Background: an optimization exercise with open tools, aiming at small area, a short achievable clock period and few clock cycles. Do not read the settings as production practice.
RTL that was checked went through simulation tests only; none was proved equivalent to the original.
For runs 1 to 5, only the layout was checked, not whether the RTL still works.
Power is estimated from default activity; no workload was simulated.

### flow/flow/run.sh
#!/bin/bash
# The standard layout, with ORFS's timing repair aimed at 7.0 ns of setup
# slack instead of 0 (the clock period and constraints are unchanged).
set -euo pipefail
bash standard.sh synth > synth.log 2>&1
SETUP_SLACK_MARGIN=7.0 bash standard.sh > layout.log 2>&1
### flow/standard.sh
#!/bin/bash
# synth_recipe.tcl (not shown) runs the flow's synth.tcl, then flattens the netlist and writes it again
# the make line also repeats each setting of config.mk as NAME=value (left out here)
make -C /OpenROAD-flow-scripts/flow DESIGN_CONFIG=/design/flow/config.mk WORK_HOME=/design/flow/orfs CLKGATE_MAP_FILE= SYNTH_SCRIPT=/design/flow/synth_recipe.tcl "${@:-finish}"
### flow/config.mk
export PLATFORM = sky130hd
export DESIGN_NAME = rlec_chan_enc
export DESIGN_NICKNAME = rlec_chan_enc
export VERILOG_FILES = /design/flow/design.v
export SDC_FILE = /design/flow/constraint.sdc
export NUM_CORES = 4
export LEC_CHECK = 0
export CAP_MARGIN = 20
export CORE_MARGIN = 2
export CORE_UTILIZATION = 60
export CTS_BUF_LIST = sky130_fd_sc_hd__clkbuf_4 sky130_fd_sc_hd__clkbuf_8
export CTS_CLUSTER_SIZE = 30
export SLEW_MARGIN = 20
### flow/constraint.sdc
create_clock -name core_clock -period 10.0 [get_ports {clk}]
set_input_delay 2.0000 -clock core_clock [delete_from_list [all_inputs] [get_ports {clk}]]
set_output_delay 2.0000 -clock core_clock [all_outputs]
set_load 0.01 [all_outputs]
### flow/design.v
module rlec_chan_enc (
    input  wire        clk,
    input  wire        rst_n,
    input  wire        in_valid,
    output wire        in_ready,
    input  wire [31:0] in_data,
    input  wire        in_last,
    output reg         out_valid,
    input  wire        out_ready,
    output reg  [31:0] out_data,
    output reg  [1:0]  out_kind,
    output reg         out_last
);
    localparam NS = 15;                     
    localparam [1:0] O_IDLE = 2'd0, O_DC = 2'd1, O_TAB = 2'd2, O_RUN = 2'd3;
    function [31:0] norm;
        input [31:0] v;
        norm = (v == 32'h80000000) ? 32'h0 : v;
    endfunction
    function [1:0] cmp31;
        input [30:0] a, b;
        reg [31:0] d, v;
        integer w, i;
        begin
            d = {1'b0, a ^ b};
            v = {1'b0, b};
            for (w = 1; w < 32; w = w * 2)
                for (i = 0; i < 32; i = i + 2 * w) begin
                    v[i] = d[i + w] ? v[i + w] : v[i];
                    d[i] = d[i + w] | d[i];
                end
            cmp31 = {d[0] & v[0], ~d[0]};
        end
    endfunction
    function [1:0] kcmp;
        input [31:0] a, b;
        reg [1:0] m;
        begin
            m = cmp31(a[30:0], b[30:0]);
            case ({a[31], b[31]})
                2'b00: kcmp = {m[1], m[0]};
                2'b01: kcmp = 2'b00;
                2'b10: kcmp = 2'b10;
                default: kcmp = {~m[1] & ~m[0], m[0]};
            endcase
        end
    endfunction
    function [3:0] enc15;
        input [NS-1:0] oh;
        integer e;
        begin
            enc15 = 4'd0;
            for (e = 0; e < NS; e = e + 1)
                if (oh[e]) enc15 = enc15 | e[3:0];
        end
    endfunction
    function [1:0] fa;
        input a, b, c;
        fa = {(a & b) | (a & c) | (b & c), a ^ b ^ c};
    endfunction
    function [3:0] pop15;
        input [4:0] s, c;
        reg [1:0] x0, x1, x2, x3, x4, y0, y1, y2, y3, z0, z1, z2, t0;
        begin
            x0 = {c[0], s[0]};
            x1 = {c[1], s[1]};
            x2 = {c[2], s[2]};
            x3 = {c[3], s[3]};
            x4 = {c[4], s[4]};
            y0 = fa(x0[0], x1[0], x2[0]);      
            y1 = fa(x3[0], x4[0], 1'b0);
            y2 = fa(x0[1], x1[1], x2[1]);      
            y3 = fa(x3[1], x4[1], 1'b0);
            z0 = fa(y0[0], y1[0], 1'b0);       
            z1 = fa(y0[1], y1[1], y2[0]);      
            z2 = fa(y3[0], z0[1], 1'b0);       
            t0 = fa(z1[0], z2[0], 1'b0);
            pop15 = {1'b0, z0[0]} + {t0, 1'b0} +
                    {({1'b0, z1[1]} + {1'b0, z2[1]}) + ({1'b0, y2[1]} + {1'b0, y3[1]}), 2'b00};
        end
    endfunction
    reg [31:0]   val   [0:NS-1];    
    reg [NS-1:0] valid_l;           
    reg [NS-1:0] valid_o;           
    reg [3:0]    cnt   [0:NS-1];    
    reg [3:0]    rank_l[0:NS-1];    
    reg [3:0]    nd_l;              
    reg [4:0]    occ;               
    reg [31:0]   dc_l, dc_o;
    reg [3:0]    run_sl [0:NS-1];   
    reg [3:0]    run_so [0:NS-1];   
    reg [NS-1:0] rconv;             
    reg [14:1]   rst_l;             
    reg [3:0]    lpos;              
    reg [14:0]   lposh;             
    reg [3:0]    ridx;              
    reg [3:0]    prevs;             
    reg          ir;
    reg          bfirst;            
    reg          vR, fR, lR;
    reg  [31:0]  xR;
    wire         in_fire = in_valid & ir;
    assign in_ready = ir;
    reg          l_has;             
    reg          l_done;            
    reg  [1:0]   ophase;
    wire         o_idle = (ophase == O_IDLE);
    reg          cv, cac, clast, cfa, afa, calloc;
    reg [NS-1:0] ch, clt;
    reg          dv, dac, dlast;
    reg [NS-1:0] dh, dinc;
    reg [4:0]    dps, dpc;          
    wire l_ready = l_done | (dv & dlast);
    wire hand    = l_has & l_ready & o_idle;
    wire cA      = vR & (~fR | ~l_has | hand);
    wire acA     = vR & ~fR;                  
    reg [NS-1:0] eq, lt, freev, ns;
    reg          hit;
    integer j;
    always @(*) begin
        for (j = 0; j < NS; j = j + 1) begin
            {lt[j], eq[j]} = kcmp(val[j], xR);
            eq[j] = eq[j] & valid_l[j];
            freev[j] = ~valid_l[j] & ~valid_o[j];
        end
        hit = |eq;
        ns = freev & ~(freev - 1'b1);         
    end
    wire [NS-1:0] hsel  = hit ? eq : ns;
    wire          alloc = acA & ~hit;
    reg [3:0]    cp;
    reg [NS-1:0] inc_c, ahead_c;
    always @(*) begin
        cp = 4'd0;
        for (j = 0; j < NS; j = j + 1)
            if (ch[j]) cp = cp | cnt[j];
        for (j = 0; j < NS; j = j + 1) begin
            inc_c[j]   = valid_l[j] & ~ch[j] &
                         (((cnt[j] == cp) & ~clt[j]) | ((cnt[j] == cp - 4'd1) & clt[j]));
            ahead_c[j] = valid_l[j] & ~ch[j] &
                         ((cnt[j] > cp) | ((cnt[j] == cp) & clt[j]));
        end
    end
    wire [3:0] cslot = enc15(ch);
    wire       same  = (cslot == prevs);
    wire       rnew  = cfa | ~same;           
    wire [3:0] ridx_n = cfa ? 4'd0 : ridx + {3'd0, ~same};
    wire [3:0] lpos_n = cfa ? 4'd0 : lpos + 4'd1;
    wire [14:0] lposh_n = cfa ? 15'd1 : {lposh[13:0], 1'b0};
    wire [3:0] pc = pop15(dps, dpc);
    reg  [4:0] ps_c, pcy_c;
    always @(*) begin
        for (j = 0; j < 5; j = j + 1)
            {pcy_c[j], ps_c[j]} = fa(ahead_c[3*j], ahead_c[3*j+1], ahead_c[3*j+2]);
    end
    reg  [3:0] rank_n [0:NS-1];
    always @(*) begin
        for (j = 0; j < NS; j = j + 1) begin
            rank_n[j] = rank_l[j];
            if (dv & dac) begin
                if (dh[j])        rank_n[j] = pc;
                else if (dinc[j]) rank_n[j] = rank_l[j] + 4'd1;
            end
        end
    end
    reg [3:0]    nd_o, k, nac_o, rpos;
    reg [14:1]   rm;                           
    reg          len1_o;
    wire         can_load = ~out_valid | out_ready;
    reg [NS-1:0] sel;
    reg [31:0]   tabv;
    wire [3:0]   code = run_so[0];
    wire [3:0]   tslot = enc15(sel);
    reg [3:0]    nxt;
    always @(*) begin
        tabv = 32'd0;
        for (j = 0; j < NS; j = j + 1) begin
            sel[j] = valid_o[j] & (rank_l[j] == k);
            if (sel[j]) tabv = tabv | val[j];
        end
        nxt = nac_o;
        for (j = 14; j >= 1; j = j - 1)
            if (rm[j]) nxt = j[3:0];
    end
    wire [14:1] rm_low = rm & ~(rm - 1'b1);
    wire [3:0]  rlen   = nxt - rpos;
    wire        rlast  = ~|rm;
    wire        o_load = ~hand & can_load & ~o_idle;
    wire       vR_n     = in_fire | (vR & ~cA);
    wire       fR_n     = in_fire ? bfirst : fR;
    wire       bfirst_n = in_fire ? in_last : bfirst;
    wire       l_has_n  = (l_has & ~hand) | (cA & fR);
    wire       l_done_n = (l_done | (dv & dlast)) & ~hand;
    wire       l_rdy_n  = l_done_n | (cv & clast);
    wire       o_idle_n = o_idle & ~hand;
    wire       hand_n   = l_has_n & l_rdy_n & o_idle_n;
    wire       commit_n = ~fR_n | ~l_has_n | hand_n;
    wire [4:0] occ_b    = occ + {4'd0, cv & calloc} + {4'd0, acA} + {4'd0, vR_n & ~fR_n};
    wire       ir_n     = (~vR_n | commit_n) & (bfirst_n | (occ_b <= 5'd14));
    wire [4:0] ofree    = (ophase == O_TAB && o_load) ? 5'd1 : 5'd0;
    always @(posedge clk) begin
        if (!rst_n) begin
            ir <= 1'b0; bfirst <= 1'b1; vR <= 1'b0;
            l_has <= 1'b0; l_done <= 1'b0;
            cv <= 1'b0; dv <= 1'b0;
            valid_l <= {NS{1'b0}}; valid_o <= {NS{1'b0}};
            nd_l <= 4'd0; occ <= 5'd0;
            ophase <= O_IDLE;
            out_valid <= 1'b0;
        end else begin
            ir <= ir_n;
            bfirst <= bfirst_n;
            vR <= vR_n;
            l_has  <= l_has_n;
            l_done <= l_done_n;
            cv <= cA;
            dv <= cv;
            if (hand) begin
                valid_l <= {NS{1'b0}};
                nd_l <= 4'd0;
            end else begin
                if (alloc) valid_l <= valid_l | ns;
                if (cv & calloc) nd_l <= nd_l + 4'd1;
            end
            occ <= occ + {4'd0, cv & calloc} - ofree;
            if (out_valid & out_ready) out_valid <= 1'b0;
            if (hand) begin
                valid_o <= valid_l;
                if (can_load) begin
                    out_valid <= 1'b1;
                    ophase    <= (nd_l == 4'd0) ? O_IDLE : O_TAB;
                end else begin
                    ophase    <= O_DC;
                end
            end else if (o_load) begin
                out_valid <= 1'b1;
                case (ophase)
                    O_DC:  ophase <= len1_o ? O_IDLE : O_TAB;
                    O_TAB: begin
                        valid_o <= valid_o & ~sel;
                        if (k + 4'd1 == nd_o) ophase <= O_RUN;
                    end
                    default: if (rlast) ophase <= O_IDLE;
                endcase
            end
        end
    end
    integer q;
    always @(posedge clk) begin
        if (in_fire) begin
            xR <= norm(in_data);
            fR <= bfirst;
            lR <= in_last;
        end
        if (cA & fR) dc_l <= xR;
        for (j = 0; j < NS; j = j + 1) begin
            if (acA & ns[j]) begin
                val[j] <= xR;
                cnt[j] <= 4'd1;
            end
            if (acA & eq[j]) cnt[j] <= cnt[j] + 4'd1;
        end
        if (cA) afa <= fR;             
        cac    <= acA;
        calloc <= alloc;
        clast  <= lR;
        cfa    <= afa;
        ch     <= hsel;
        clt    <= lt;
        dac    <= cac;
        dlast  <= clast;
        dh     <= ch;
        dinc   <= inc_c;
        dps    <= ps_c;
        dpc    <= pcy_c;
        if (cv & cac) begin
            prevs <= cslot;
            ridx  <= ridx_n;
            lpos  <= lpos_n;
            lposh <= lposh_n;
            if (rnew) run_sl[ridx_n] <= cslot;
            rst_l <= cfa ? 14'd0 : rst_l | (lposh_n[14:1] & {14{~same}});
        end
        for (j = 0; j < NS; j = j + 1) rank_l[j] <= rank_n[j];
        if (hand) begin
            for (j = 0; j < NS; j = j + 1) begin
                run_so[j] <= run_sl[j];
            end
            nd_o   <= nd_l;
            nac_o  <= lpos + 4'd1;
            rm     <= rst_l;
            rpos   <= 4'd0;
            len1_o <= (nd_l == 4'd0);
            dc_o   <= dc_l;
            k      <= 4'd0;
            rconv  <= {NS{1'b0}};
            if (can_load) begin
                out_data <= dc_l;
                out_kind <= 2'd0;
                out_last <= (nd_l == 4'd0);
            end
        end else if (o_load) begin
            case (ophase)
                O_DC: begin
                    out_data <= dc_o;
                    out_kind <= 2'd0;
                    out_last <= len1_o;
                end
                O_TAB: begin
                    out_data <= tabv;
                    out_kind <= 2'd1;
                    out_last <= 1'b0;
                    k        <= k + 4'd1;
                    for (j = 0; j < NS; j = j + 1)
                        if (~rconv[j] & (run_so[j] == tslot)) begin
                            run_so[j] <= k;
                            rconv[j]  <= 1'b1;
                        end
                end
                default: begin
                    out_data <= {12'd0, code, 12'd0, rlen};
                    out_kind <= 2'd2;
                    out_last <= rlast;
                    for (q = 0; q < NS - 1; q = q + 1) run_so[q] <= run_so[q+1];
                    rm   <= rm & ~rm_low;
                    rpos <= nxt;
                end
            endcase
        end
    end
endmodule
==> flow_summary.toml, run 1 <==
[clocking]
cts_tree = "yes"
cts.reportedPaths.clkPinSlew_ps = 60
clk_path_buf_depth = 3
cts_root_buffer = "clkbuf_8"
worstSkewPairLatency_ps = 920
htreeDepth = 4
cts.sinks = 1065
cts_buffers = 177
cts-hold-fix-buffers = 0

[routing]
viasPerCell = 6.72
first_pass_iters = 13
drtAntennaViolNets = 0
num_vias = 44928
drc = 0
wl_per_cell_um = 30.9
wirelength_um = 207000
drt_first_iter_violations = 6872

[pwr]
finalPower_uw = 9450
power.density_nw_per_um2 = 139
power_leakage_uw = 0.0237
peakVddDrop_v = 0.000141

[setup_path]
max_stage_delay_ps = 500
end_kind = "output port"
crit_type = "reg2out"
arrival_ps = 1590
cp_max_fo = 1
path_cells = "buf_2"
cp_top_family = "flip-flops"
crit_buf_inv = 1
required_ps = 8000
cp-start-kind = "flip-flop"
crit_path_top_delay_cell = "edfxtp_1"

[yosys]
yosys.area.top_type_share = 0.486
syn-num-nets = 5081
avgSynthCellArea_um2 = 11.5
ys_types = 98
yosys_warnings = 6
yosys_most_used_dff = "edfxtp_1"
synthCells = 4918
ys_ff_latch = 1065
yosys-top-cells-area = "edfxtp_1 49%, xnor2_1 6.3%, dfxtp_1 5.3%"
synth_seq_area_share = 0.539
yosysTopAreaCell = "edfxtp_1"
async_flop_share = 0
synth_edf_count = 916
syn_area_um2 = 56600

[sta]
hold_violations = 0
hold_slack_ps = 342
final-max-slew-violation-count = 0
rsz0062_at_grt = "true"
finalCriticalPeriod_ps = 3590
setup-violations-final = 0
worstMarginPinSlew_ps = 1070
fmax_ghz = 0.279
fin_crit_sh = 0.359
setup_tns_ps = 0
maxSlewHeadroom = 0.290
finClkSkew_ps = 46.0

[floorplan]
rows = 112
core_um2 = 93500
io_pins = 74
die_area_um2 = 96800
die_y_um = 311
initial_core_util = 0.605
die_w_um = 311

[placed_design]
io_buffers = 73
globalplace.congestion = 1.01
dp_hpwl_um = 124000

[final_layout]
final_core_util = 0.729
drive_above_1_share = 0.224
area_growth_pct = 20.3
final_common_cell = "edfxtp_1"
final_nets = 5434
final_cell_mix = "916 x edfxtp_1, 395 x xnor2_1, 267 x buf_4"

[global_route]
antenna_found_initial = 11
grt_use_met3 = 0.0973
grt_overflow = 0
grt_pass1_vias = 41587
use_met2 = 0.598
grt_max_degree = 86
track_usage = 0.399
grt.busiest_layer = "met2"
grt_util_met1 = 0.524
grt_pass1_wl_um = 284000

[hold_path]
hold_class = "reg2reg"

[run_status]
status = "finished clean"

[flow_run]
cap_violations = 0
[cells by family after synthesis]
family | after synthesis | synth area share
AND/OR/NAND/NOR | 1413 | 0.132
adder cells (fa/ha/maj) | 342 | 0.0678
XOR/XNOR | 668 | 0.103
flip-flops | 1065 | 0.539
buffers and inverters | 486 | 0.0381
multiplexers | 53 | 0.00979
AO/OA/AOI/OAI | 891 | 0.110
[path summary, 6_finish.rpt]
check	slack, ps	to	cells past startpoint	from
setup reg to reg	6800	dps[2]$_DFF_P_	14	cnt[14][0]$_SDFFCE_PN1P_
hold / removal	340	clast$_DFF_P_	0	lR$_DFFE_PP_
setup / recovery	6410	out_data[0]	1	out_data[0]$_DFFE_PP_
hold reg to reg	340	clast$_DFF_P_	0	lR$_DFFE_PP_
[registers in the layout, summed over array words and instances (netlist names), 32 cells and up]
register	cells
cnt	60
val	480
rank_l	60
xR	32
out_data	32
dc_l	32
dc_o	32
run_so	60
run_sl	60
[per-stage QoR]
| step | setup slack (ps) | instance area (um2) | instances |
|---|---|---|---|
| finish | 6410 | 68100 | 6681 |
| global route | 6400 | 68100 | 6674 |
| CTS | 6370 | 65000 | 6498 |
| global placement | 5230 | 58500 | 6035 |
| detailed placement | 5150 | 58500 | 6036 |
| floorplan | 6620 | 56900 | 4918 |
[per-layer routing]
metal,share of wire,up-vias,wire [um]
met3,0.12,761,25000
met5,0.00039,-,81
met2,0.43,3161,89500
met1,0.37,22000,76100
met4,0.078,2,16100
li1,-,19004,-
[final cells by class]
type                            count  area [um2]
Timing Repair Buffer              471        5100
Clock buffer                      266        3180
Antenna cell                        9        22.5
Tap cell                         1254        1570
Timing Repair inverter              1        6.26
Fill cell                        6555       25400
Inverter                          184         796
Multi-Input combinational cell   3371       26500
Clock inverter                     60         408
Sequential cell                  1065       30600
[cells in the mapped netlist (all sizes together) (11+ instances only)]
| cell | n |
|---|---|
| o211ai | 31 |
| nand2 | 261 |
| and4 | 16 |
| or2 | 13 |
| and3 | 44 |
| and2 | 27 |
| nor2 | 291 |
| o2111ai | 12 |
| nand4b | 21 |
| dfxtp | 149 |
| maj3 | 216 |
| nor4 | 64 |
| ha | 115 |
| mux2i | 34 |
| a21oi | 85 |
| o21ai | 185 |
| xnor2 | 407 |
| o21a | 14 |
| a211oi | 20 |
| xor2 | 261 |
| nand2b | 148 |
| edfxtp | 916 |
| nand4 | 146 |
| buf | 141 |
| nor3 | 61 |
| a22oi | 199 |
| a222oi | 36 |
| o31ai | 24 |
| or3 | 27 |
| a31oi | 78 |
| nor2b | 111 |
| a21boi | 29 |
| a22o | 27 |
| a221oi | 33 |
| mux2 | 19 |
| fa | 11 |
| clkbuf | 161 |
| inv | 177 |
| nand3 | 139 |
| a21o | 29 |
[what timing repair did]
| action | 4_1_cts | 5_1_grt |
|---|---|---|
| buffers inserted | 124 | 151 |
| gates cloned | 12 | 23 |
| resized for setup | 561 | 277 |
| pin swaps | 82 | 135 |
| endpoints found under the setup margin | 730 | 548 |
[power by group]
group          leakage [uW]  switching [uW]  internal (uW)
sequential          0.00969            29.8           4820
combinational        0.0121             351            254
clock               0.00190            1850           2140
==> run 2: changes to the inputs <==
--- a/flow/design.v
+++ b/flow/design.v
@@ -188,2 +188,13 @@
     wire        o_load = ~hand & can_load & ~o_idle;
+    wire        oload = (hand | o_load) & can_load;
+    reg  [34:0] onext;
+    always @(*) begin
+        if (hand)
+            onext = {2'd0, nd_l == 4'd0, dc_l};
+        else case (ophase)
+            O_DC:    onext = {2'd0, len1_o, dc_o};
+            O_TAB:   onext = {2'd1, 1'b0, tabv};
+            default: onext = {2'd2, rlast, 12'd0, code, 12'd0, rlen};
+        endcase
+    end
     wire       vR_n     = in_fire | (vR & ~cA);
@@ -209,3 +220,6 @@
             out_valid <= 1'b0;
+            {out_kind, out_last, out_data} <= 35'd0;
         end else begin
+            {out_kind, out_last, out_data} <= {out_kind, out_last, out_data} ^
+                ({35{oload}} & (onext ^ {out_kind, out_last, out_data}));
             ir <= ir_n;
@@ -296,18 +310,5 @@
             rconv  <= {NS{1'b0}};
-            if (can_load) begin
-                out_data <= dc_l;
-                out_kind <= 2'd0;
-                out_last <= (nd_l == 4'd0);
-            end
         end else if (o_load) begin
             case (ophase)
-                O_DC: begin
-                    out_data <= dc_o;
-                    out_kind <= 2'd0;
-                    out_last <= len1_o;
-                end
                 O_TAB: begin
-                    out_data <= tabv;
-                    out_kind <= 2'd1;
-                    out_last <= 1'b0;
                     k        <= k + 4'd1;
@@ -319,6 +320,3 @@
                 end
-                default: begin
-                    out_data <= {12'd0, code, 12'd0, rlen};
-                    out_kind <= 2'd2;
-                    out_last <= rlast;
+                O_RUN: begin
                     for (q = 0; q < NS - 1; q = q + 1) run_so[q] <= run_so[q+1];
@@ -327,2 +325,3 @@
                 end
+                default: ;
             endcase
--- a/flow/config.mk
+++ b/flow/config.mk
@@ -10,4 +10,2 @@
 export CORE_UTILIZATION = 60
-export CTS_BUF_LIST = sky130_fd_sc_hd__clkbuf_4 sky130_fd_sc_hd__clkbuf_8
-export CTS_CLUSTER_SIZE = 30
 export SLEW_MARGIN = 20
==> run 2 against run 1 <==
Net effect:
- critical path depth rose by 13
- flip-flop and latch count stayed put
- non-clock buffer count grew 52
- synthesized area decreased by 0.27%
- first-iteration DRC count fell by 4.0%
- largest cell class unchanged
- synthesized cell count rose by 0.61%
- via count barely moved
- largest power group unchanged
- global-route usage fell by 0.18 points
- setup slack better by 220 ps
- critical endpoint is now dps[4]$_DFF_P_
- core utilization is 1.4 points higher
==> flow_summary.toml, run 2 <==
[final_layout]
final_common_cell = "edfxtp_1"
final_cell_mix = "881 x edfxtp_1, 354 x xnor2_1, 306 x buf_4"
largest_reg_flops = 480
drive_above_1_share = 0.237
final_nets = 5450
nFillCells = 6394
fin_area_um2 = 69300
top_register = "val"
area_growth_pct = 22.8
multiInputGateArea_um2 = 27200
final_core_util = 0.743
area.sequential_um2 = 30200

[floorplan]
die_area_um2 = 96500
die_y_um = 311
core_um2 = 93300
die_w_um = 311
io_pins = 74
initial_core_util = 0.605
rows = 112

[clocking]
cts_tree = "yes"
cts.reportedPaths.clkPinSlew_ps = 60
cts_root_buffer = "clkbuf_16"
clk_path_buf_depth = 3
worstSkewPairLatency_ps = 730
cts_buffers = 112
cts.sinks = 1065
htreeDepth = 3

[sta]
worstMarginPinSlew_ps = 1170
final-max-slew-violation-count = 0
finClkSkew_ps = 23.2
rsz0062_at_grt = "true"
setup_tns_ps = 0
fmax_ghz = 0.297
maxSlewHeadroom = 0.218
hold_violations = 0
fin_crit_sh = 0.337
hold_slack_ps = 347
setup-violations-final = 0
finalCriticalPeriod_ps = 3370

[run_status]
status = "finished clean"

[pwr]
power.density_nw_per_um2 = 141
peakVddDrop_v = 0.000150
internal_power_uw = 7510
switching_share = 0.232
pwr-share-clk = 0.434
pwr-share-seq = 0.495
power_leakage_uw = 0.0242
comb_power_share = 0.072
finalPower_uw = 9780
switching_power_uw = 2270

[global_route]
grt_overflow = 0
grt_pass1_wl_um = 284000
antenna_found_initial = 8
grt_pass1_vias = 41680
grt_max_degree = 142
track_usage = 0.398

[yosys]
yosys-top-cells-area = "edfxtp_1 47%, dfxtp_1 6.5%, xnor2_1 5.8%"
async_flop_share = 0
ys_types = 97
yosys.area.top_type_share = 0.469
syn_area_um2 = 56400
yosysTopAreaCell = "edfxtp_1"
synth.most_common_cell = "edfxtp_1"
avgSynthCellArea_um2 = 11.4
yosys_most_used_dff = "edfxtp_1"
synth_seq_area_share = 0.534
yosys_warnings = 6
synthCells = 4948
synth_common_cells = "881 x edfxtp_1, 371 x xnor2_1, 300 x nand2_1"
syn-num-nets = 5112
ys_ff_latch = 1065
synth_edf_count = 881

[placed_design]
globalplace.congestion = 1.02
dp_hpwl_um = 123000
postPlaceCellArea_um2 = 58500
io_buffers = 73

[routing]
viasPerCell = 6.76
drtAntennaViolNets = 0
drt_first_iter_violations = 6599
num_vias = 44935
drc = 0
wirelength_um = 203000
first_pass_iters = 8
wl_per_cell_um = 30.6

[setup_path]
required_ps = 10620
end_kind = "flip-flop"
cp_max_fo = 5
arrival_ps = 3990
cp-start-kind = "flip-flop"
crit_type = "reg2reg"

[flow_run]
cap_violations = 0

[hold_path]
hold_class = "reg2reg"
## run 2: cells by family after synthesis
logic type / synth area share
simple gates: 0.124
flops: 0.534
compound gates: 0.120
xor+xnor: 0.103
buf+inv: 0.0400
fa+ha+maj: 0.0693
mux: 0.00964
## run 2: worst max-delay path: stages, from the launching register on
cell and delay, ps:
edfxtp_1 470, a222oi_1 370, nand3_1 210, nor2_4 180, clkinvlp_4 140, buf_12 160, buf_8 130, buf_6 130
ha_4 260, nand2b_4 120, a41oi_2 110, o21ai_1 140, nand4b_1 240, fa_1 560, inv_1 40
## run 2: timing repair
item                       in CTS  in global routing
hold buffers                    0                  0
setup endpoints to repair     828                692
gates resized for setup       726                337
setup buffers                 168                145
pin swaps                     133                205
cloned                         24                 16
## run 2: final timing paths
kind | startpoint | endpoint | slack (ps) | cells after the start
worst max-delay path | cnt[2][0]$_SDFFCE_PN1P_ | dps[4]$_DFF_P_ | 6630 | 14
worst max register to register | cnt[2][0]$_SDFFCE_PN1P_ | dps[4]$_DFF_P_ | 6630 | 14
worst min register to register | cac$_DFF_P_ | dac$_DFF_P_ | 350 | 0
worst min-delay path | cac$_DFF_P_ | dac$_DFF_P_ | 350 | 0
## run 2: power groups by stage
stage | registers [uW] | logic [uW] | clock network (uW)
finish | 4840 | 699 | 4240
floorplan | 4930 | 335 | 0
detailed placement | 4930 | 495 | 0
global placement | 4930 | 488 | 0
CTS | 4830 | 614 | 4250
global route | 4840 | 729 | 4430
## run 2: area by class of cell
cell class                      instances  area share
Tap cell                             1254      0.0226
Clock inverter                         50     0.00637
Antenna cell                            4    0.000144
Multi-Input combinational cell       3396       0.392
Clock buffer                          164      0.0472
Timing Repair Buffer                  523      0.0831
Sequential cell                      1065       0.436
Inverter                              186      0.0123
Timing Repair inverter                  2    0.000271
## run 2: metal layers
metal  vias to the layer above  part of all wire  global-route usage
li1                      19052                 -                   -
met1                     22027              0.38               0.537
met2                      3151              0.44               0.599
met3                       705              0.12              0.0840
met4                         0             0.069               0.225
met5                         -                 0                   0
## run 2: per-stage QoR
| stage | std cells | setup slack (ps) |
|---|---|---|
| after floorplan | 4948 | 6580 |
| after global placement | 6072 | 5410 |
| after detailed placement | 6072 | 5390 |
| after CTS | 6478 | 6730 |
| after global routing | 6640 | 6590 |
| final | 6644 | 6630 |
==> run 3: changes to the inputs <==
==> flow/flow/run.sh (replaced) <==
#!/bin/bash
# The standard layout, with ORFS's timing repair aimed at 7.3 ns of setup
# slack instead of 0 (the clock period and constraints are unchanged).
set -euo pipefail
bash standard.sh synth > synth.log 2>&1
SETUP_SLACK_MARGIN=7.3 bash standard.sh > layout.log 2>&1
==> run 3 against run 2 <==
Net effect:
- power rose by 3.6%
- clock power rose by 5.4%
- critical path depth fell by 1
- routed wire length up 9.1%
- synthesized cell count is the same
- still clean on timing, DRC and antenna
- final cell count is 3.1% higher
- die area unchanged
- hold slack improved by 6.1 ps
- first-iteration DRC count rose by 15%
- count of clock-buffer cells in the layout shrank 9
- setup slack improved by 77 ps
==> flow_summary.toml, run 3 <==
[flow_run]
cap_violations = 0

[sta]
hold_violations = 0
hold_slack_ps = 353
rsz0062_at_grt = "true"
worstMarginPinSlew_ps = 1040
finClkSkew_ps = 30.9
setup-violations-final = 0
setup_tns_ps = 0
final-max-slew-violation-count = 0
fin_crit_sh = 0.329
finalCriticalPeriod_ps = 3290
fmax_ghz = 0.304
maxSlewHeadroom = 0.305

[floorplan]
io_pins = 74
initial_core_util = 0.605
core_um2 = 93300
die_area_um2 = 96500
die_y_um = 311
die_w_um = 311
rows = 112

[clocking]
cts_buffers = 111
worstSkewPairLatency_ps = 730
clk_path_buf_depth = 3
cts_tree = "yes"
cts.reportedPaths.clkPinSlew_ps = 60
cts.sinks = 1065
htreeDepth = 3
cts_root_buffer = "clkbuf_16"

[setup_path]
arrival_ps = 3880
path_cells = "buf_6 > buf_6 > buf_16 > xnor2_2 > nand4_1 > nor4_4 > buf_4 > nand4_1 > or3_4 > o31ai_4 > or4_4 > buf_12 > o31ai_2"
cp-start-kind = "flip-flop"
crit_path_top_delay_cell = "or3_4"
max_stage_delay_ps = 500
required_ps = 10580
cp_max_fo = 8
crit_type = "reg2reg"
end_kind = "flip-flop"

[final_layout]
largest_reg_flops = 480
final_common_cell = "edfxtp_1"
final_cell_mix = "881 x edfxtp_1, 362 x buf_4, 302 x xnor2_1"
drive_above_1_share = 0.321
top_register = "val"
final_nets = 5655
area_growth_pct = 32.5

[global_route]
track_usage = 0.425
use_met2 = 0.637
grt.busiest_layer = "met2"
grt_pass1_vias = 43858
grt_util_met1 = 0.543
antenna_found_initial = 7
grt_pass1_wl_um = 301000
grt_use_met3 = 0.127
grt_overflow = 0
grt_max_degree = 140

[routing]
wirelength_um = 222000
first_pass_iters = 9
num_vias = 46997
wl_per_cell_um = 32.4
viasPerCell = 6.86
drc = 0
drtAntennaViolNets = 0
drt_first_iter_violations = 7606

[yosys]
synthCells = 4948
ys_types = 97
synth_seq_area_share = 0.534
yosys_most_used_dff = "edfxtp_1"
avgSynthCellArea_um2 = 11.4
syn_area_um2 = 56400
yosys-top-cells-area = "edfxtp_1 47%, dfxtp_1 6.5%, xnor2_1 5.8%"
yosys_warnings = 6
yosysTopAreaCell = "edfxtp_1"
yosys.area.top_type_share = 0.469
syn-num-nets = 5112
ys_ff_latch = 1065
synth_common_cells = "881 x edfxtp_1, 371 x xnor2_1, 300 x nand2_1"
async_flop_share = 0
synth.most_common_cell = "edfxtp_1"
synth_edf_count = 881

[placed_design]
io_buffers = 73
dp_hpwl_um = 122000
globalplace.congestion = 0.975

[hold_path]
hold_class = "reg2reg"

[pwr]
peakVddDrop_v = 0.000166
power.density_nw_per_um2 = 135
power_leakage_uw = 0.0266

[run_status]
status = "finished clean"
-- run 3: cell counts after synthesis --
Identical to the previous run, type by type.
-- run 3: routing by layer --
layer / vias to the layer above / wire length (um) / share of wire
li1: 19493 / - / -
met1: 22866 / 77400 / 0.35
met2: 3633 / 96400 / 0.43
met3: 995 / 29600 / 0.13
met4: 10 / 18100 / 0.082
met5: - / 158 / 0.00071
-- run 3: path summary, 6_finish.rpt --
| check | cells after the start | end | slack, ps | from |
|---|---|---|---|---|
| max reg2reg | 13 | valid_l[2]$_SDFFE_PP0P_ | 6710 | xR[8]$_SDFFCE_PN0P_ |
| max | 13 | valid_l[2]$_SDFFE_PP0P_ | 6710 | xR[8]$_SDFFCE_PN0P_ |
| min | 0 | clast$_DFF_P_ | 350 | lR$_DFFE_PP_ |
| min reg2reg | 0 | clast$_DFF_P_ | 350 | lR$_DFFE_PP_ |
-- run 3: cell type report --
cell class | instances | area, um2
diodes | 7 | 17.5
clock buffers | 155 | 3140
clock inverters | 55 | 758
fillers | 5453 | 18500
inverters | 186 | 980
multi-input cells | 3395 | 29200
flip-flops and latches | 1065 | 30300
well taps | 1254 | 1570
repair buffers | 729 | 8860
repair inverters | 3 | 22.5
-- run 3: power breakdown --
group / internal (uW) / switching, uW / total (uW)
clock: 2610 / 1860 / 4470
sequential: 4800 / 33.1 / 4840
combinational: 370 / 447 / 818
total: 7790 / 2340 / 10100
-- run 3: logic make-up (layout without fill, tap and decap cells) --
group | Yosys count | count (layout) | synth area share
and+or+nand+nor | 1336 | 1340 | 0.124
DFF | 1065 | 1065 | 0.534
AOI/OAI and AO/OA | 990 | 990 | 0.120
xor gates and xnor gates | 663 | 663 | 0.103
buffers and inverters | 492 | 1128 | 0.0400
adders and majority gates | 350 | 350 | 0.0693
muxes | 52 | 52 | 0.00964
other | 0 | 7 | 0
-- run 3: critical path, delay by kind of cell, from the launching register on --
kind                      cells  cell delay (ps)
and+or+nand+nor               5             1580
xor gates and xnor gates      1              160
AOI/OAI and AO/OA             2              160
buffers and inverters         5              770
DFF                           1              480
-- run 3: what timing repair did --
item	4_1_cts	5_1_grt
setup buffers	358	143
cloned	54	18
hold endpoints to repair	0	0
endpoints found under the setup margin	913	806
hold buffers	0	0
gates resized for setup	1045	493
pin swaps	237	301
-- run 3: stage by stage --
step | instances | setup WS [ps] | cell area [um2] | util | power [uW]
floorplan | 4948 | 6580 | 57800 | - | 5280
global placement | 6059 | 5290 | 59000 | 0.632 | 5420
detailed placement | 6059 | 5240 | 59000 | 0.632 | 5430
CTS | 6681 | 6740 | 71000 | 0.761 | 10000
global route | 6843 | 6690 | 74800 | 0.801 | 10300
finish | 6849 | 6710 | 74800 | 0.801 | 10100
==> run 4: changes to the inputs <==
--- a/flow/design.v
+++ b/flow/design.v
@@ -109,2 +109,3 @@
     reg [NS-1:0] ch, clt;
+    reg [3:0]    cp;                
     reg          dv, dac, dlast;
@@ -129,9 +130,12 @@
     wire [NS-1:0] hsel  = hit ? eq : ns;
+    reg  [3:0]    cnt_a;
+    always @(*) begin
+        cnt_a = 4'd0;
+        for (j = 0; j < NS; j = j + 1)
+            if (eq[j]) cnt_a = cnt_a | (cnt[j] + 4'd1);
+        if (~hit) cnt_a = 4'd1;
+    end
     wire          alloc = acA & ~hit;
-    reg [3:0]    cp;
     reg [NS-1:0] inc_c, ahead_c;
     always @(*) begin
-        cp = 4'd0;
-        for (j = 0; j < NS; j = j + 1)
-            if (ch[j]) cp = cp | cnt[j];
         for (j = 0; j < NS; j = j + 1) begin
@@ -282,2 +286,3 @@
         ch     <= hsel;
+        cp     <= cnt_a;
         clt    <= lt;
==> flow/flow/run.sh (replaced) <==
#!/bin/bash
# The standard layout, with ORFS's timing repair aimed at 7.0 ns of setup
# slack instead of 0 (the clock period and constraints are unchanged).
set -euo pipefail
bash standard.sh synth > synth.log 2>&1
SETUP_SLACK_MARGIN=7.0 bash standard.sh > layout.log 2>&1
==> run 4 against run 3 <==
Net effect:
- largest power group unchanged
- routed wire length down 6.4%
- global-route usage down 2.6 points
- design area down 7.3%
- critical endpoint is now cp[0]$_SDFF_PN1_
- sequential share of layout area up 3.3 points
- flip-flop and latch count up 4
- die area up 0.14%
- core utilization down 5.9 points
- critical path depth down 1
- clock skew up 14 ps
==> flow_summary.toml, run 4 <==
[setup_path]
cp-startpoint = "xR[4]$_SDFFCE_PN0P_"
cpMostUsedCell = "nand4_1"
required_ps = 10610
crit_path_top_delay_cell = "nor4_4"
end_kind = "flip-flop"
rr_startpoint = "xR[4]$_SDFFCE_PN0P_"
cp_top_family = "simple AND/OR/NAND/NOR gates"
cp_max_fo = 11
arrival_ps = 3950
cp.depth = 12
path_cells = "buf_4 > clkbuf_16 > xnor2_1 > nand4_1 > buf_4 > nor4_4 > and4_4 > nand2b_4 > nor4bb_1 > nand4_1 > buf_6 > nand4_1"
r2r.worst_path.cells = 12
cp-start-kind = "flip-flop"
max_stage_delay_ps = 670
crit_type = "reg2reg"
crit_buf_inv = 4

[yosys]
ys_ff_latch = 1069
synth_common_cells = "881 x edfxtp_1, 400 x xnor2_1, 301 x nand2_1"
synthCells = 4945
yosys-top-cells-area = "edfxtp_1 47%, dfxtp_1 6.7%, xnor2_1 6.2%"
yosys.area.top_type_share = 0.468
syn_area_um2 = 56500
synth_edf_count = 881
synth_seq_area_share = 0.535
yosys_warnings = 6
ys_types = 95
yosys_most_used_dff = "edfxtp_1"
avgSynthCellArea_um2 = 11.4
yosysTopAreaCell = "edfxtp_1"
syn-num-nets = 5109
synth.most_common_cell = "edfxtp_1"
async_flop_share = 0

[clocking]
cts_buffers = 111
htreeDepth = 3
cts_root_buffer = "clkbuf_16"
cts.sinks = 1069
clk_path_buf_depth = 3
worstSkewPairLatency_ps = 750
cts_tree = "yes"
cts.reportedPaths.clkPinSlew_ps = 70
cts-hold-fix-buffers = 0

[sta]
hold_slack_ps = 346
final-max-slew-violation-count = 0
worstMarginPinSlew_ps = 1140
setup-violations-final = 0
setup_tns_ps = 0
fmax_ghz = 0.299
maxSlewHeadroom = 0.242
finalCriticalPeriod_ps = 3340
fin_crit_sh = 0.334
rsz0062_at_grt = "true"
finClkSkew_ps = 44.5
hold_violations = 0

[final_layout]
final_common_cell = "edfxtp_1"
fin_area_um2 = 69300
final_cell_mix = "881 x edfxtp_1, 383 x xnor2_1, 317 x buf_4"
top_register = "val"
final_nets = 5453
drive_above_1_share = 0.224
largest_reg_flops = 480
area_growth_pct = 22.6

[routing]
drtAntennaViolNets = 0
wirelength_um = 207000
num_vias = 44942
drt_first_iter_violations = 6747
drc = 0
viasPerCell = 6.77
wl_per_cell_um = 31.2
first_pass_iters = 9

[pwr]
internal_power_uw = 7650
peakVddDrop_v = 0.000174
power_leakage_uw = 0.0238
comb_power_share = 0.059
switching_share = 0.224
power.density_nw_per_um2 = 142
pwr-share-seq = 0.492
switching_power_uw = 2210
pwr-share-clk = 0.450

[placed_design]
io_buffers = 73
dp_hpwl_um = 124000
globalplace.congestion = 1.00
postPlaceCellArea_um2 = 58600

[run_status]
status = "finished clean"

[floorplan]
initial_core_util = 0.606
die_y_um = 311
die_area_um2 = 96700
rows = 112
core_um2 = 93300
io_pins = 74
die_w_um = 311

[hold_path]
min-delay-start = "afa$_DFFE_PP_"
hold_depth = 0
hold_class = "reg2reg"

[global_route]
grt_pass1_wl_um = 282000
grt_max_degree = 97
grt_overflow = 0
grt_pass1_vias = 41538
antenna_found_initial = 12
track_usage = 0.399

[flow_run]
cap_violations = 0
## run 4: cell types whose count changed after synthesis, sizes merged, moves of 11 or more
| cell | change |
|---|---|
| xnor2 | +29 |
| inv | -28 |
| xor2 | -22 |
| nor3 | +21 |
| nor2 | -15 |
| nor3b | +14 |
| or3 | -14 |
| a22oi | -13 |
| nor4 | +11 |
## run 4: final timing paths
| kind | end | slack [ps] |
|---|---|---|
| worst max-delay path | cp[0]$_SDFF_PN1_ | 6660 |
| worst min-delay path | cfa$_DFF_P_ | 350 |
| worst max register to register | cp[0]$_SDFF_PN1_ | 6660 |
| worst min register to register | cfa$_DFF_P_ | 350 |
## run 4: layer usage
metal  up-vias  wire, um  track usage
li1      19095         -            -
met1     21736     73500        0.514
met2      3213     90500        0.600
met3       886     25200       0.0974
met4        12     18100        0.266
met5         -       119            0
## run 4: what timing repair did
item / in CTS / in global routing
setup endpoints to repair: 646 / 512
pin swaps: 65 / 127
gates cloned: 16 / 31
buffers inserted: 140 / 172
resized for setup: 643 / 348
## run 4: kinds of logic (layout without fill, tap and decap cells)
family	count (synthesis)	in the layout	synth area share
buf+inv	469	907	0.0390
simple gates	1345	1347	0.126
compound gates	1000	1000	0.120
xor+xnor	670	670	0.104
flops	1069	1069	0.535
other cells	0	2	0
mux	45	45	0.00841
fa+ha+maj	347	347	0.0689
## run 4: layout make-up
cell class	count	area (um2)
Sequential cell	1069	30300
Timing Repair Buffer	541	6050
Clock buffer	143	3070
Tap cell	1254	1570
Multi-Input combinational cell	3409	26800
Fill cell	6426	24000
Antenna cell	2	5.00
Inverter	156	726
Timing Repair inverter	1	5.00
Clock inverter	66	786
## run 4: power groups by stage
stage,Clock (uW),Combinational [uW],Sequential (uW)
6_report,4430,578,4850
5_1_grt,4610,600,4850
4_1_cts,4430,472,4850
3_5_place_dp,0,402,4940
3_3_place_gp,0,397,4940
2_1_floorplan,0,272,4940
## run 4: stage by stage
| step | util | instances | setup slack [ps] | total power (uW) |
|---|---|---|---|---|
| after global routing | 0.743 | 6639 | 6590 | 10100 |
| after detailed placement | 0.628 | 6071 | 5350 | 5340 |
| after global placement | 0.627 | 6070 | 5380 | 5340 |
| final | 0.743 | 6641 | 6660 | 9860 |
| after floorplan | - | 4945 | 6590 | 5220 |
| after CTS | 0.705 | 6436 | 6740 | 9750 |
## run 4: worst register-to-register path, stage by stage, from the launching register on
cell and delay, ps:
edfxtp_1 450, buf_4 190, clkbuf_16 180, xnor2_1 200, nand4_1 140, buf_4 190, nor4_4 670, and4_4 390
nand2b_4 150, nor4bb_1 190, nand4_1 230, buf_6 170, nand4_1 90
==> run 5: changes to the inputs <==
==> flow/flow/run.sh (replaced) <==
#!/bin/bash
# The standard layout, with ORFS's timing repair aimed at 6.8 ns of setup
# slack instead of 0 (the clock period and constraints are unchanged).
set -euo pipefail
bash standard.sh synth > synth.log 2>&1
SETUP_SLACK_MARGIN=6.8 bash standard.sh > layout.log 2>&1
==> run 5 against run 4 <==
Net effect:
- clock skew fell by 9.7 ps
- first-iteration DRC count fell by 7.3%
- sequential power barely moved
- clock power fell by 1%
- final cell count fell by 3.5%
- critical endpoint is now clt[1]$_DFF_P_
==> flow_summary.toml, run 5 <==
[clocking]
cts_root_buffer = "clkbuf_16"
htreeDepth = 3
cts.sinks = 1069
cts_tree = "yes"
clk_path_buf_depth = 3
worstSkewPairLatency_ps = 720
cts.reportedPaths.clkPinSlew_ps = 60
cts_buffers = 111
cts-hold-fix-buffers = 0

[placed_design]
io_buffers = 73
globalplace.congestion = 0.978
dp_hpwl_um = 124000

[final_layout]
final_common_cell = "edfxtp_1"
drive_above_1_share = 0.151
top_register = "val"
final_nets = 5218
nFillCells = 6864
largest_reg_flops = 480
final_cell_mix = "881 x edfxtp_1, 395 x xnor2_1, 288 x nand2_1"
area_growth_pct = 15.4

[yosys]
yosys.area.top_type_share = 0.468
yosysTopAreaCell = "edfxtp_1"
syn-num-nets = 5109
syn_area_um2 = 56500
synth_seq_area_share = 0.535
synth_common_cells = "881 x edfxtp_1, 400 x xnor2_1, 301 x nand2_1"
avgSynthCellArea_um2 = 11.4
yosys_warnings = 6
yosys_most_used_dff = "edfxtp_1"
ys_types = 95
synth.most_common_cell = "edfxtp_1"
ys_ff_latch = 1069
synthCells = 4945
yosys-top-cells-area = "edfxtp_1 47%, dfxtp_1 6.7%, xnor2_1 6.2%"
async_flop_share = 0
synth_edf_count = 881

[routing]
drt_first_iter_violations = 6257
drtAntennaViolNets = 0
wl_per_cell_um = 29.9
first_pass_iters = 8
wirelength_um = 191000
drc = 0
viasPerCell = 6.65
num_vias = 42610

[setup_path]
r2r.worst_path.cells = 8
required_ps = 10570
cp-start-kind = "flip-flop"
rr_startpoint = "xR[15]$_SDFFCE_PN0P_"
reg2reg_slack_ps = 6680
crit_type = "reg2reg"
end_kind = "flip-flop"
arrival_ps = 3900
cp_max_fo = 33
r2r-end = "clt[1]$_DFF_P_"

[sta]
worstMarginPinSlew_ps = 1180
setup_tns_ps = 0
setup-violations-final = 0
maxSlewHeadroom = 0.212
final-max-slew-violation-count = 0
rsz0062_at_grt = "true"
fin_crit_sh = 0.332
finClkSkew_ps = 34.8
hold_violations = 0
fmax_ghz = 0.301
finalCriticalPeriod_ps = 3320

[pwr]
power_leakage_uw = 0.0218
power.density_nw_per_um2 = 149
peakVddDrop_v = 0.000180
finalPower_uw = 9690

[hold_path]
hold_depth = 0
hold_class = "reg2reg"
hold_end = "clast$_DFF_P_"
min-delay-start = "lR$_DFFE_PP_"

[flow_run]
cap_violations = 0

[global_route]
track_usage = 0.384
grt_overflow = 0
grt_pass1_wl_um = 274000
antenna_found_initial = 3
grt_max_degree = 106
grt_pass1_vias = 40094

[floorplan]
core_um2 = 93300
die_y_um = 311
io_pins = 74
rows = 112
die_area_um2 = 96700
die_w_um = 311
initial_core_util = 0.606

[run_status]
status = "finished clean"
-- run 5: cell count changes in the layout (fill, tap and decap cells not counted), moves of 16 or more --
| cell | change |
|---|---|
| buf_12 | -23 |
| buf_4 | -157 |
| buf_6 | -39 |
| clkbuf_16 | -30 |
| dfxtp_2 | -16 |
| nand2_1 | +25 |
| nor4_1 | +21 |
| o21ai_0 | +33 |
| o21ai_2 | -22 |
-- run 5: worst max path at each step --
stage / endpoint / cells past startpoint / start
after global routing: run_sl[9][3]$_DFFE_PP_ / 11 / ch[14]$_DFF_P_
after floorplan: occ[4]$_SDFF_PN0_ / 10 / out_ready
final: clt[1]$_DFF_P_ / 8 / xR[15]$_SDFFCE_PN0P_
after global placement: run_so[3][0]$_DFFE_PP_ / 7 / out_ready
after detailed placement: run_so[3][0]$_DFFE_PP_ / 7 / out_ready
after CTS: flip-flop / 6 / ophase[0]$_SDFFE_PN0P_
-- run 5: final cells by class --
class                   count  area (um2)  area share
repair inverters            1        5.00   0.0000768
inverters                 156         721      0.0111
flip-flops and latches   1069       30300       0.465
diodes                      3        7.51    0.000115
well taps                1254        1570      0.0241
clock buffers             159        3170      0.0486
clock inverters            52         679      0.0104
repair buffers            304        3150      0.0484
multi-input cells        3411       25600       0.393
-- run 5: logic make-up after synthesis --
| logic type | after synthesis | share of synthesized area |
|---|---|---|
| xor gates and xnor gates | 670 | 0.104 |
| buffers and inverters | 469 | 0.0390 |
| AOI/OAI and AO/OA | 1000 | 0.120 |
| and+or+nand+nor | 1345 | 0.126 |
| adders and majority gates | 347 | 0.0689 |
| muxes | 45 | 0.00841 |
| DFF | 1069 | 0.535 |
-- run 5: critical path, stage by stage, from the launching register on --
cell and delay (ps):
edfxtp_1 380, clkbuf_8 270, xnor2_1 210, o211ai_1 240, nor2_1 720, and4b_2 490, o32ai_1 130, a21oi_2 270
mux2_2 430
-- run 5: repair_timing --
item,CTS,global route
pin swaps,23,41
gates resized for setup,427,180
buffers inserted,46,65
endpoints found under the setup margin,636,446
gates cloned,10,5
-- run 5: per-layer routing --
metal / global-route usage / vias up / part of all wire
li1: - / 18640 / -
met1: 0.501 / 20636 / 0.37
met2: 0.593 / 2703 / 0.45
met3: 0.0802 / 629 / 0.11
met4: 0.234 / 2 / 0.072
met5: 0 / - / 0.000084
-- run 5: per-stage QoR --
step	hold slack (ps)	cell area, um2	instances	util	setup WS, ps
global route	353	65200	6406	0.699	6680
global placement	324	58400	6068	0.626	5380
CTS	345	63900	6336	0.685	6550
detailed placement	331	58500	6069	0.626	5370
floorplan	323	56800	4945	-	6600
finish	344	65200	6409	0.699	6680
-- run 5: report_power, final --
group	internal (uW)	leakage (uW)	total (uW)	switching [uW]
Combinational	184	0.0104	477	293
Clock	2570	0.00187	4370	1800
Sequential	4820	0.00957	4840	23.6
Total	7570	0.0218	9690	2120
==> run 6: changes to the inputs <==
--- a/flow/design.v
+++ b/flow/design.v
@@ -108,3 +108,6 @@
     reg          cv, cac, clast, cfa, afa, calloc;
-    reg [NS-1:0] ch, clt;
+    reg [NS-1:0] ceq, cns, clt;
+    reg          chit;
+    wire [NS-1:0] ch   = chit ? ceq : cns;
+    wire [NS-1:0] dupm = chit ? cns : {NS{1'b0}};
     reg [3:0]    cp;                
@@ -123,3 +126,3 @@
             {lt[j], eq[j]} = kcmp(val[j], xR);
-            eq[j] = eq[j] & valid_l[j];
+            eq[j] = eq[j] & valid_l[j] & ~dupm[j];
             freev[j] = ~valid_l[j] & ~valid_o[j];
@@ -129,3 +132,2 @@
     end
-    wire [NS-1:0] hsel  = hit ? eq : ns;
     reg  [3:0]    cnt_a;
@@ -141,5 +143,5 @@
         for (j = 0; j < NS; j = j + 1) begin
-            inc_c[j]   = valid_l[j] & ~ch[j] &
+            inc_c[j]   = valid_l[j] & ~cns[j] & ~ceq[j] &
                          (((cnt[j] == cp) & ~clt[j]) | ((cnt[j] == cp - 4'd1) & clt[j]));
-            ahead_c[j] = valid_l[j] & ~ch[j] &
+            ahead_c[j] = valid_l[j] & ~cns[j] & ~ceq[j] &
                          ((cnt[j] > cp) | ((cnt[j] == cp) & clt[j]));
@@ -225,2 +227,3 @@
             {out_kind, out_last, out_data} <= 35'd0;
+            xR <= 32'd0;
         end else begin
@@ -228,2 +231,3 @@
                 ({35{oload}} & (onext ^ {out_kind, out_last, out_data}));
+            xR <= xR ^ ({32{in_fire}} & (norm(in_data) ^ xR));
             ir <= ir_n;
@@ -239,3 +243,3 @@
             end else begin
-                if (alloc) valid_l <= valid_l | ns;
+                valid_l <= (valid_l | (acA ? ns : {NS{1'b0}})) & ~dupm;
                 if (cv & calloc) nd_l <= nd_l + 4'd1;
@@ -268,3 +272,2 @@
         if (in_fire) begin
-            xR <= norm(in_data);
             fR <= bfirst;
@@ -285,3 +288,5 @@
         cfa    <= afa;
-        ch     <= hsel;
+        ceq    <= eq;
+        cns    <= ns;
+        chit   <= acA & hit;
         cp     <= cnt_a;
==> flow/flow/run.sh (replaced) <==
#!/bin/bash
# The standard layout, with ORFS's timing repair aimed at 7.0 ns of setup
# slack instead of 0 (the clock period and constraints are unchanged).
set -euo pipefail
bash standard.sh synth > synth.log 2>&1
SETUP_SLACK_MARGIN=7.0 bash standard.sh > layout.log 2>&1
==> run 6 against run 5 <==
Net effect:
- clock power is 5.5% higher
- synthesized area is 1.2% higher
- global-route usage grew 2.2 points
- still clean
- critical path type unchanged
- via count up 5.6%
==> flow_summary.toml, run 6 <==
[yosys]
synth.most_common_cell = "edfxtp_1"
synth_top_family_by_area = "simple AND/OR/NAND/NOR gates"
synth_compound_area_frac = 0.118
yosysTopAreaCell = "edfxtp_1"
synthAdderAreaFrac = 0.0711
syn_area_um2 = 57200
muxShareOfSynthArea = 0.0114
ys_types = 105
synthCells = 5036
yosys.area.top_type_share = 0.446
synthSimpleGateAreaFrac = 0.122
yosys-top-cells-area = "edfxtp_1 45%, dfxtp_1 8.3%, xor2_1 6.5%"
synth_seq_area_share = 0.529
synth_xor_area_frac = 0.108
async_flop_share = 0
synth_edf_count = 849
yosys_warnings = 6
ys_ff_latch = 1085
syn-num-nets = 5200
yosys_most_used_dff = "edfxtp_1"
synth_common_cells = "849 x edfxtp_1, 426 x xor2_1, 350 x nand2_1"
avgSynthCellArea_um2 = 11.4

[routing]
num_vias = 44994
wl_per_cell_um = 31.3
drc = 0
wirelength_um = 208000
drt_first_iter_violations = 6750
viasPerCell = 6.76
first_pass_iters = 7
drtAntennaViolNets = 0

[clocking]
cts_buffers = 115
cts.sinks = 1085
htreeDepth = 3
cts_root_buffer = "clkbuf_16"
clk_path_buf_depth = 3
cts.reportedPaths.clkPinSlew_ps = 60
cts-hold-fix-buffers = 0
cts_tree = "yes"
worstSkewPairLatency_ps = 740

[placed_design]
globalplace.congestion = 0.967
place_worst_setup_slack_ps = 5080
dp_hpwl_um = 125000
io_buffers = 73
postPlaceCellArea_um2 = 59400

[setup_path]
crit_type = "reg2reg"
rr_startpoint = "chit$_DFF_P_"
cp_max_fo = 7
end_kind = "flip-flop"
arrival_ps = 3690
cp-start-kind = "flip-flop"
required_ps = 10420
cp-startpoint = "chit$_DFF_P_"

[global_route]
grt_pass1_vias = 42719
antenna_found_initial = 6
track_usage = 0.406
grt_pass1_wl_um = 290000
grt_overflow = 0
grt_max_degree = 95

[run_status]
status = "finished clean"

[floorplan]
io_pins = 74
initial_core_util = 0.604
die_w_um = 313
rows = 113
die_area_um2 = 97800
die_y_um = 313
core_um2 = 94700

[sta]
setup_tns_ps = 0
finClkSkew_ps = 43.6
finalCriticalPeriod_ps = 3270
fin_crit_sh = 0.327
final-max-slew-violation-count = 0
hold_violations = 0
rsz0062_at_grt = "true"
hold_slack_ps = 348
finalWorstSetupSlack_ps = 6730
setup-violations-final = 0
worstMarginPinSlew_ps = 1010
maxSlewHeadroom = 0.315
fmax_ghz = 0.306

[pwr]
finalPower_uw = 10100
power.density_nw_per_um2 = 146
power_leakage_uw = 0.0245
peakVddDrop_v = 0.000154

[final_layout]
largest_reg_flops = 480
final_nets = 5456
area_growth_pct = 21.1
drive_above_1_share = 0.211
fin_area_um2 = 69200
final_cell_mix = "849 x edfxtp_1, 397 x xor2_1, 319 x nand2_1"
top_register = "val"
final_common_cell = "edfxtp_1"

[hold_path]
min-delay-start = "cac$_DFF_P_"
hold_class = "reg2reg"

[flow_run]
cap_violations = 0
## run 6: final cells by class
cell class / count / area, um2
diodes: 3 / 7.51
fillers: 6486 / 25500
well taps: 1265 / 1580
clock buffers: 165 / 3480
flip-flops and latches: 1085 / 30400
inverters: 174 / 728
clock inverters: 52 / 593
multi-input cells: 3479 / 27300
repair buffers: 434 / 5100
repair inverters: 3 / 25.0
## run 6: worst max-delay path, cell delays in order (launching register included)
cell and delay [ps]:
dfxtp_4 420, buf_6 110, mux2_4 320, nor3_4 300
nand3_4 170, xnor2_2 160, nand4_1 210, ha_4 240
ha_4 260, nor2b_4 170, nand4b_1 210, buf_6 210
nor2_4 160
## run 6: logic make-up (layout without fill, tap and decap cells)
logic type / Yosys count / count (layout)
compound gates: 1008 / 1008
xor+xnor: 706 / 706
fa+ha+maj: 362 / 362
buf+inv: 478 / 828
flops: 1085 / 1085
mux: 61 / 61
other cells: 0 / 3
simple gates: 1336 / 1342
## run 6: through the flow
stage           util  instances
6_report       0.731       6660
3_5_place_dp   0.627       6176
5_1_grt        0.731       6657
4_1_cts        0.707       6534
2_1_floorplan      -       5036
3_3_place_gp   0.627       6176
## run 6: report_power, final
part	switching [uW]	total, uW	leakage, uW	internal, uW
registers	36.4	4890	0.00990	4860
clock network	1900	4610	0.00201	2710
logic	352	583	0.0126	231
## run 6: repair_timing
action / CTS / global route
gates cloned: 23 / 18
pin swaps: 64 / 87
gates resized for setup: 640 / 206
setup endpoints to repair: 734 / 402
setup buffers: 118 / 105
## run 6: final timing paths
check        slack [ps]  cells past startpoint                       to
max reg2reg        6730                     12  run_sl[14][1]$_DFFE_PP_
min reg2reg         350                      0              dac$_DFF_P_
min                 350                      0              dac$_DFF_P_
max                6730                     12  run_sl[14][1]$_DFFE_PP_
## run 6: routing by layer
layer	GRT usage	share of wire	vias to the layer above
met4	0.275	0.082	12
met5	0	0.00039	-
met3	0.0956	0.12	813
met2	0.611	0.44	3098
li1	-	-	19184
met1	0.523	0.37	21887
Testbench counts of run 6, summed over its fixed seeds: cycles 10,409.
==> run 7: changes to the inputs <==
==> flow/flow/run.sh (replaced) <==
#!/bin/bash
# The standard layout, with ORFS's timing repair aimed at 6.8 ns of setup
# slack instead of 0 (the clock period and constraints are unchanged).
set -euo pipefail
bash standard.sh synth > synth.log 2>&1
SETUP_SLACK_MARGIN=6.8 bash standard.sh > layout.log 2>&1
==> run 7 against run 6 <==
Net effect:
- still clean
- clock skew fell by 22 ps
- core utilization is 4.1 points lower
- non-clock buffer count is 167 lower
- clock power decreased by 5.9%
- die area is the same
- setup slack got worse by 19 ps
- hold slack lost 10 ps
- critical path type unchanged
- largest power group unchanged
==> flow_summary.toml, run 7 <==
[run_status]
status = "finished clean"

[yosys]
synth_common_cells = "849 x edfxtp_1, 426 x xor2_1, 350 x nand2_1"
syn_area_um2 = 57200
synth_seq_area_share = 0.529
avgSynthCellArea_um2 = 11.4
synth_edf_count = 849
ys_types = 105
syn-num-nets = 5200
yosys_most_used_dff = "edfxtp_1"
yosysTopAreaCell = "edfxtp_1"
yosys_warnings = 6
yosys.area.top_type_share = 0.446
async_flop_share = 0
ys_ff_latch = 1085
yosys-top-cells-area = "edfxtp_1 45%, dfxtp_1 8.3%, xor2_1 6.5%"
synth.most_common_cell = "edfxtp_1"
synthCells = 5036

[routing]
first_pass_iters = 9
drc = 0
wl_per_cell_um = 29.7
wirelength_um = 193000
drtAntennaViolNets = 0
drt_first_iter_violations = 5900
num_vias = 43131
viasPerCell = 6.65

[final_layout]
fin_area_um2 = 65400
final_core_util = 0.690
largest_reg_flops = 480
area_growth_pct = 14.3
final_cell_mix = "849 x edfxtp_1, 424 x xor2_1, 340 x nand2_1"
nFillCells = 7076
drive_above_1_share = 0.156
finalNonFillerCells = 6489
final_nets = 5283
final_common_cell = "edfxtp_1"
top_register = "val"

[sta]
worstMarginPinSlew_ps = 1060
finalCriticalPeriod_ps = 3290
fmax_ghz = 0.304
setup_tns_ps = 0
maxSlewHeadroom = 0.292
rsz0062_at_grt = "true"
final-max-slew-violation-count = 0
fin_crit_sh = 0.329
hold_violations = 0
setup-violations-final = 0
finClkSkew_ps = 21.8

[clocking]
worstSkewPairLatency_ps = 720
htreeDepth = 3
cts-hold-fix-buffers = 0
cts_root_buffer = "clkbuf_16"
cts_buffers = 115
cts.reportedPaths.clkPinSlew_ps = 60
cts_tree = "yes"
clk_path_buf_depth = 3
cts.sinks = 1085

[setup_path]
cp-start-kind = "flip-flop"
r2r.worst_path.cells = 8
reg2reg_slack_ps = 6710
arrival_ps = 3690
r2r-end = "cnt[10][2]$_SDFFCE_PN0P_"
required_ps = 10400
end_kind = "flip-flop"
crit_type = "reg2reg"
cp_max_fo = 39
crit_path_end = "cnt[10][2]$_SDFFCE_PN0P_"

[floorplan]
rows = 113
initial_core_util = 0.604
io_pins = 74
core_um2 = 94700
die_w_um = 313
die_y_um = 313
die_area_um2 = 97800

[global_route]
grt_pass1_vias = 41361
grt_pass1_wl_um = 277000
antenna_found_initial = 9
grt_max_degree = 135
grt_overflow = 0
track_usage = 0.384

[placed_design]
dp_hpwl_um = 126000
io_buffers = 73
postPlaceCellArea_um2 = 59300
globalplace.congestion = 0.964
dp.cells = 6183

[pwr]
finalPower_uw = 9730
power.density_nw_per_um2 = 149
peakVddDrop_v = 0.000175
power_leakage_uw = 0.0227

[hold_path]
hold_class = "reg2reg"

[flow_run]
cap_violations = 0
## run 7: cell counts after synthesis
No cell type changed its count.
## run 7: cell families (layout without fill, tap and decap cells)
kind of cell	Yosys count	count (layout)	synth area share
flops	1085	1085	0.529
compound gates	1008	1008	0.118
buf+inv	478	660	0.0406
fa+ha+maj	362	362	0.0711
other cells	0	3	0
simple gates	1336	1339	0.122
mux	61	61	0.0114
xor+xnor	706	706	0.108
## run 7: worst min path at each step
stage | end | start | cells after the start | slack (ps)
2_1_floorplan | cfa$_DFF_P_ | afa$_DFFE_PP_ | 0 | 320
3_3_place_gp | cfa$_DFF_P_ | afa$_DFFE_PP_ | 0 | 330
3_5_place_dp | cfa$_DFF_P_ | afa$_DFFE_PP_ | 0 | 330
4_1_cts | clast$_DFF_P_ | lR$_DFFE_PP_ | 0 | 340
5_1_grt | clast$_DFF_P_ | lR$_DFFE_PP_ | 0 | 350
6_report | clast$_DFF_P_ | lR$_DFFE_PP_ | 0 | 340
## run 7: where the power goes
part           leakage (uW)  switching [uW]  internal (uW)
logic                0.0110             317            180
registers           0.00988            32.5           4860
clock network       0.00189            1850           2490
total                0.0227            2200           7530
## run 7: worst max-delay path: stages, from the launching register on
cell      delay, ps
dfxtp_1         320
clkbuf_8        320
xor2_1          160
nor4_4          470
and4_2          450
and4_1          390
o2111a_2        460
nand2_1         160
nand2b_1        210
## run 7: layer usage
layer / vias up / GRT usage / part of all wire
met5: - / 0 / 0.00026
met4: 8 / 0.247 / 0.072
met3: 578 / 0.0800 / 0.10
met2: 2542 / 0.589 / 0.45
met1: 21174 / 0.499 / 0.38
li1: 18829 / - / -
## run 7: metrics by stage
stage                     hold slack (ps)  worst slack (ps)
final                                 338              6710
after global routing                  346              6660
after CTS                             337              6760
after detailed placement              333              5170
after global placement                325              5250
after floorplan                       323              6460
## run 7: area by class of cell
| cell class | count | area, um2 | share of cell area |
|---|---|---|---|
| Sequential cell | 1085 | 30300 | 0.464 |
| Multi-Input combinational cell | 3476 | 26100 | 0.400 |
| Clock buffer | 151 | 3210 | 0.0491 |
| Timing Repair Buffer | 267 | 2760 | 0.0423 |
| Tap cell | 1265 | 1580 | 0.0242 |
| Inverter | 174 | 716 | 0.0110 |
| Clock inverter | 68 | 602 | 0.00921 |
| Antenna cell | 3 | 7.51 | 0.000115 |
## run 7: what timing repair did
| item | 4_1_cts | 5_1_grt |
|---|---|---|
| setup endpoints to repair | 571 | 354 |
| cloned | 4 | 3 |
| gates resized for setup | 400 | 150 |
| hold endpoints to repair | 0 | 0 |
| pin swaps | 23 | 23 |
| setup buffers | 43 | 34 |

-- afterwards: timing with drivers on the ports --
How much do the figures lean on ideal ports? The routed layouts below were timed once more, with nothing changed but the port constraints.
Step 1 sets driving cells, clkbuf_16 on the clock port and buf_2 on the other inputs (assumed; they add their load-dependent delay and slew).
Step 2, shift: input delay + t, output delay - t, t = (earliest + latest rising clock arrival at the registers) / 2. This alone moves slack from input paths to output paths.
Three values: no drivers, after step 1, after step 2; two values: the first two.
| run | t, ns | slack for setup (ns) | worst register clock-pin slew, ns | worst slew at a driven data input, ns | cell pins on the clock port's net |
|---|---|---|---|---|---|
| run 1 | 0.968 | 6.412 / 6.334 / 6.036 | 0.07 / 0.07 | 0.06 | 1 |
| run 2 | 0.788 | 6.630 / 6.630 / 6.093 | 0.07 / 0.07 | 0.05 | 1 |
| run 3 | 0.794 | 6.706 / 6.690 / 6.298 | 0.07 / 0.07 | 0.06 | 1 |
| run 4 | 0.801 | 6.657 / 6.657 / 6.195 | 0.07 / 0.07 | 0.04 | 1 |
| run 5 | 0.781 | 6.675 / 6.675 / 5.952 | 0.07 / 0.07 | 0.06 | 1 |
| run 6 | 0.793 | 6.730 / 6.678 / 6.217 | 0.07 / 0.07 | 0.04 | 1 |
| run 7 | 0.786 | 6.711 / 6.703 / 6.055 | 0.07 / 0.07 | 0.04 | 1 |
After both steps setup and hold are still met in every run listed. For run 5, which loses most, drivers alone change the setup slack by 0.000 ns; drivers and shift together by -0.723 ns.
